From an optimization exercise on the open Yosys and OpenROAD flow, aimed at small area, a short achievable clock period and few clock cycles; shortcuts taken in it are not production practice.

==> flow/design.v <==
module crc16_serial (
    input  wire [15:0] crc,
    input  wire [7:0]  din,
    output wire [15:0] nxt
);
    wire [7:0] x0 = crc[15:8] ^ din;
    wire [7:0] x  = x0 ^ {4'h0, x0[7:4]};
    assign nxt = {crc[7:0], 8'h00} ^ {x[3:0], 12'h000} ^ {3'b000, x, 5'b00000} ^ {8'h00, x};
endmodule
module frame_encoder (
    input  wire       clk,
    input  wire       rst,
    input  wire       in_valid,
    input  wire [7:0] in_data,
    output wire       in_ready,
    output reg        tx_valid,
    output reg  [7:0] tx_data,
    output reg        tx_last,
    input  wire       tx_ready
);
    localparam [7:0] START = 8'h7E;
    localparam [7:0] ESC   = 8'h7D;
    localparam [2:0] E_START = 3'd0,
                     E_OP    = 3'd1,
                     E_LEN   = 3'd2,
                     E_PAY   = 3'd3,
                     E_CRCL  = 3'd4,
                     E_CRCH  = 3'd5;
    reg  [2:0]  state;
    reg  [7:0]  remain;      
    reg         pend;        
    reg         pb;          
    reg  [15:0] crc;
    wire [15:0] crc_nxt;
    reg         sk_valid;
    reg  [7:0]  sk_data;
    reg         sk_last;
    crc16_serial u_crc (.crc(crc), .din(in_data), .nxt(crc_nxt));
    wire body_state = (state == E_OP) || (state == E_LEN) || (state == E_PAY);
    wire room       = !sk_valid;
    assign in_ready = body_state && room && !pend;
    wire   take     = in_valid && in_ready;
    wire res_in = (in_data[7:2]  == 6'b011111) && (in_data[1]  ^ in_data[0]);
    wire res_lo = (crc[7:2]      == 6'b011111) && (crc[1]      ^ crc[0]);
    wire res_hi = (crc[15:10]    == 6'b011111) && (crc[9]      ^ crc[8]);
    reg       g_valid;
    reg [7:0] g_data;
    reg       g_last;
    always @(*) begin
        g_valid = 1'b0;
        g_last  = 1'b0;
        if (pend) begin
            g_valid = 1'b1;
            g_data  = {6'b011111, !pb, pb};
            g_last  = (state == E_START);    
        end else case (state)
            E_START: begin
                g_valid = in_valid;
                g_data  = START;
            end
            E_CRCL: begin
                g_valid = 1'b1;
                g_data  = res_lo ? ESC : crc[7:0];
            end
            E_CRCH: begin
                g_valid = 1'b1;
                g_data  = res_hi ? ESC : crc[15:8];
                g_last  = !res_hi;
            end
            default: begin
                g_valid = in_valid;
                g_data  = res_in ? ESC : in_data;
            end
        endcase
    end
    wire make = room && g_valid;
    always @(posedge clk) begin
        if (state == E_START)
            crc <= 16'h0000;
        else if (take)
            crc <= crc_nxt;
    end
    always @(posedge clk) begin
        if (take) begin
            if (state == E_LEN) remain <= in_data;
            else                remain <= remain - 8'd1;
        end
    end
    always @(posedge clk) begin
        if (room && !pend)
            pb <= (state == E_CRCL) ? crc[0] : (state == E_CRCH) ? crc[8] : in_data[0];
    end
    always @(posedge clk) begin
        if (!tx_valid || tx_ready) begin
            tx_data <= sk_valid ? sk_data : g_data;
            tx_last <= sk_valid ? sk_last : g_last;
        end
        if (room) begin
            sk_data <= g_data;
            sk_last <= g_last;
        end
    end
    always @(posedge clk) begin
        if (rst) begin
            tx_valid <= 1'b0;
            sk_valid <= 1'b0;
        end else begin
            tx_valid <= sk_valid || make || (tx_valid && !tx_ready);
            sk_valid <= tx_valid && !tx_ready && (sk_valid || make);
        end
    end
    always @(posedge clk) begin
        if (rst) begin
            state <= E_START;
            pend  <= 1'b0;
        end else if (make) begin
            if (pend) begin
                pend <= 1'b0;
            end else begin
                case (state)
                E_START: state <= E_OP;
                E_OP, E_LEN, E_PAY: begin
                    pend <= res_in;
                    if (state == E_OP)
                        state <= E_LEN;
                    else if (state == E_LEN)
                        state <= (in_data == 8'd0) ? E_CRCL : E_PAY;
                    else if (remain == 8'd1)
                        state <= E_CRCL;
                end
                E_CRCL: begin
                    pend  <= res_lo;
                    state <= E_CRCH;
                end
                E_CRCH: begin
                    pend  <= res_hi;
                    state <= E_START;
                end
                default: state <= E_START;
                endcase
            end
        end
    end
endmodule
module frame_decoder (
    input  wire       clk,
    input  wire       rst,
    input  wire       rx_valid,
    input  wire [7:0] rx_data,
    input  wire       rx_last,
    output wire       rx_ready,
    output reg        body_valid,
    output reg  [7:0] body_data,
    input  wire       body_ready,
    output reg        res_valid,
    output reg  [2:0] res_cause,
    input  wire       res_ready
);
    localparam [7:0] START = 8'h7E;
    localparam [7:0] ESC   = 8'h7D;
    localparam [2:0] C_OK     = 3'd0,
                     C_MARKER = 3'd1,
                     C_TRUNC  = 3'd2,
                     C_LENGTH = 3'd3,
                     C_CRC    = 3'd4;
    localparam [3:0] D_START = 4'd0,
                     D_OP    = 4'd1,
                     D_LEN   = 4'd2,
                     D_PAY   = 4'd3,
                     D_CRCL  = 4'd4,
                     D_CRCH  = 4'd5,
                     D_DONE  = {1'b1, C_OK},
                     D_EMARK = {1'b1, C_MARKER},
                     D_ELEN  = {1'b1, C_LENGTH},
                     D_ECRC  = {1'b1, C_CRC};
    reg  [3:0]  dph;
    reg         escf;
    reg  [7:0]  remain;      
    reg         lo_ok;       
    reg  [15:0] crc;
    wire [15:0] crc_nxt;
    reg         bs_valid;
    reg  [7:0]  bs_data;
    reg         rs_valid;
    reg  [2:0]  rs_cause;
    crc16_serial u_crc (.crc(crc), .din(rx_data), .nxt(crc_nxt));
    assign rx_ready = !bs_valid && !rs_valid;
    wire   take     = rx_valid && rx_ready;
    wire in_frame   = (dph == D_OP) || (dph == D_LEN) || (dph == D_PAY) ||
                      (dph == D_CRCL) || (dph == D_CRCH);
    wire body_ph    = (dph == D_OP) || (dph == D_LEN) || (dph == D_PAY);
    wire is_esc     = (rx_data == ESC);
    wire is_content = in_frame && (escf || !is_esc);
    wire is_body    = body_ph && (escf || !is_esc);
    wire hi_ok      = (crc[15:8] == rx_data);
    reg [3:0] dph_nxt;
    always @(*) begin
        dph_nxt = dph;
        case (dph)
        D_START: dph_nxt = (rx_data == START) ? D_OP : D_EMARK;
        D_OP:    if (is_content) dph_nxt = D_LEN;
        D_LEN:   if (is_content) dph_nxt = (rx_data == 8'd0) ? D_CRCL : D_PAY;
        D_PAY:   if (is_content && remain == 8'd1) dph_nxt = D_CRCL;
        D_CRCL:  if (is_content) dph_nxt = D_CRCH;
        D_CRCH:  if (is_content) dph_nxt = (lo_ok && hi_ok) ? D_DONE : D_ECRC;
        D_DONE:  dph_nxt = D_ELEN;
        default: ;
        endcase
    end
    wire [2:0] cause_nxt = dph_nxt[3] ? dph_nxt[2:0] : C_TRUNC;
    wire push_b = take && is_body;
    wire push_r = take && rx_last;
    always @(posedge clk) begin
        if (dph == D_START)
            crc <= 16'h0000;
        else if (push_b)
            crc <= crc_nxt;
    end
    always @(posedge clk) begin
        if (take && is_content) begin
            if (dph == D_LEN) remain <= rx_data;
            else              remain <= remain - 8'd1;
            lo_ok <= (crc[7:0] == rx_data);
        end
    end
    always @(posedge clk) begin
        if (!body_valid || body_ready) body_data <= bs_valid ? bs_data : rx_data;
        if (!bs_valid)                 bs_data   <= rx_data;
        if (!res_valid || res_ready)   res_cause <= rs_valid ? rs_cause : cause_nxt;
        if (!rs_valid)                 rs_cause  <= cause_nxt;
    end
    always @(posedge clk) begin
        if (rst) begin
            body_valid <= 1'b0;
            bs_valid   <= 1'b0;
            res_valid  <= 1'b0;
            rs_valid   <= 1'b0;
        end else begin
            body_valid <= bs_valid || push_b || (body_valid && !body_ready);
            bs_valid   <= body_valid && !body_ready && (bs_valid || push_b);
            res_valid  <= rs_valid || push_r || (res_valid && !res_ready);
            rs_valid   <= res_valid && !res_ready && (rs_valid || push_r);
        end
    end
    always @(posedge clk) begin
        if (rst) begin
            dph  <= D_START;
            escf <= 1'b0;
        end else if (take) begin
            escf <= in_frame && !escf && is_esc;
            dph  <= rx_last ? D_START : dph_nxt;
        end
    end
endmodule
module frame_codec (
    input  wire       clk,
    input  wire       rst,
    input  wire       enc_valid,
    input  wire [7:0] enc_data,
    output wire       enc_ready,
    output wire       tx_valid,
    output wire [7:0] tx_data,
    output wire       tx_last,
    input  wire       tx_ready,
    input  wire       rx_valid,
    input  wire [7:0] rx_data,
    input  wire       rx_last,
    output wire       rx_ready,
    output wire       body_valid,
    output wire [7:0] body_data,
    input  wire       body_ready,
    output wire       res_valid,
    output wire [2:0] res_cause,
    input  wire       res_ready
);
    frame_encoder u_enc (
        .clk(clk), .rst(rst),
        .in_valid(enc_valid), .in_data(enc_data), .in_ready(enc_ready),
        .tx_valid(tx_valid), .tx_data(tx_data), .tx_last(tx_last),
        .tx_ready(tx_ready)
    );
    frame_decoder u_dec (
        .clk(clk), .rst(rst),
        .rx_valid(rx_valid), .rx_data(rx_data), .rx_last(rx_last),
        .rx_ready(rx_ready),
        .body_valid(body_valid), .body_data(body_data), .body_ready(body_ready),
        .res_valid(res_valid), .res_cause(res_cause), .res_ready(res_ready)
    );
endmodule
Settings: LEC_CHECK=0, ABC_AREA=1, ABC_CLOCK_PERIOD_IN_PS=1700, CAP_MARGIN=20, CORE_MARGIN=2, CORE_UTILIZATION=40, SETUP_SLACK_MARGIN=2.3, SLEW_MARGIN=20, BUFFER_PORTS_ARGS=-buffer_cell sky130_fd_sc_hd__buf_1, CTS_ARGS=-sink_clustering_enable -repair_clock_nets -buf_list sky130_fd_sc_hd__clkbuf_8 -dont_use_dummy_load; clock period 4.0 ns.
standard.sh (not shown) runs the stock make flow with config.mk's settings and CLKGATE_MAP_FILE= SYNTH_SCRIPT=/design/flow/synth_recipe.tcl, a recipe that flattens the netlist after the stock synthesis.
==> flow/flow/run.sh <==
#!/bin/bash
# Standard ORFS layout with small port buffers and no CTS dummy loads.
set -euo pipefail
cat >> config.mk <<'CFG'
export BUFFER_PORTS_ARGS = -buffer_cell sky130_fd_sc_hd__buf_1
export CTS_ARGS = -sink_clustering_enable -repair_clock_nets -buf_list sky130_fd_sc_hd__clkbuf_8 -dont_use_dummy_load
CFG
bash standard.sh > standard.log 2>&1
The starting point finished with timing, DRC and antenna clean.
Edit:
Settings changed: ABC_CLOCK_PERIOD_IN_PS 1700 to 2000, SETUP_SLACK_MARGIN 2.3 to 2.0.
After rerunning: Worst setup slack got worse by 0.10 ns; wire length went down by 8.2%; via count fell by about 6%; cell area decreases by about 12%; die area stays the same; synthesized area does not change; flip-flop and latch count does not change.
Function was not checked in any run of this note: the RTL went through the layout flow alone.

## port drivers added, routing unchanged
Ports are ideal in the flow. The routed layouts listed here were re-timed in OpenROAD. Step 1 assumes that a clkbuf_16 drives the clock port and a buf_2 every other input. Step 2 also shifts input and output timing later by t, the mid clock arrival at the registers, as if the neighbouring blocks saw the same clock. a / b / c = no drivers / after step 1 / after step 2; a / b = the first two.
run | t, ns | setup WS [ns] | worst hold slack (ns) | worst register clock-pin slew, ns
the first run | 0.409 | 2.038 / 2.001 / 1.832 | 0.450 / 0.450 / 0.450 | 0.10 / 0.10
the second run | 0.399 | 1.938 / 1.903 / 1.736 | 0.456 / 0.456 / 0.456 | 0.10 / 0.10
After both steps setup and hold are still met in every run listed. The setup slack of the first run, which loses most, moves by -0.037 ns with the drivers and by -0.206 ns with both steps.
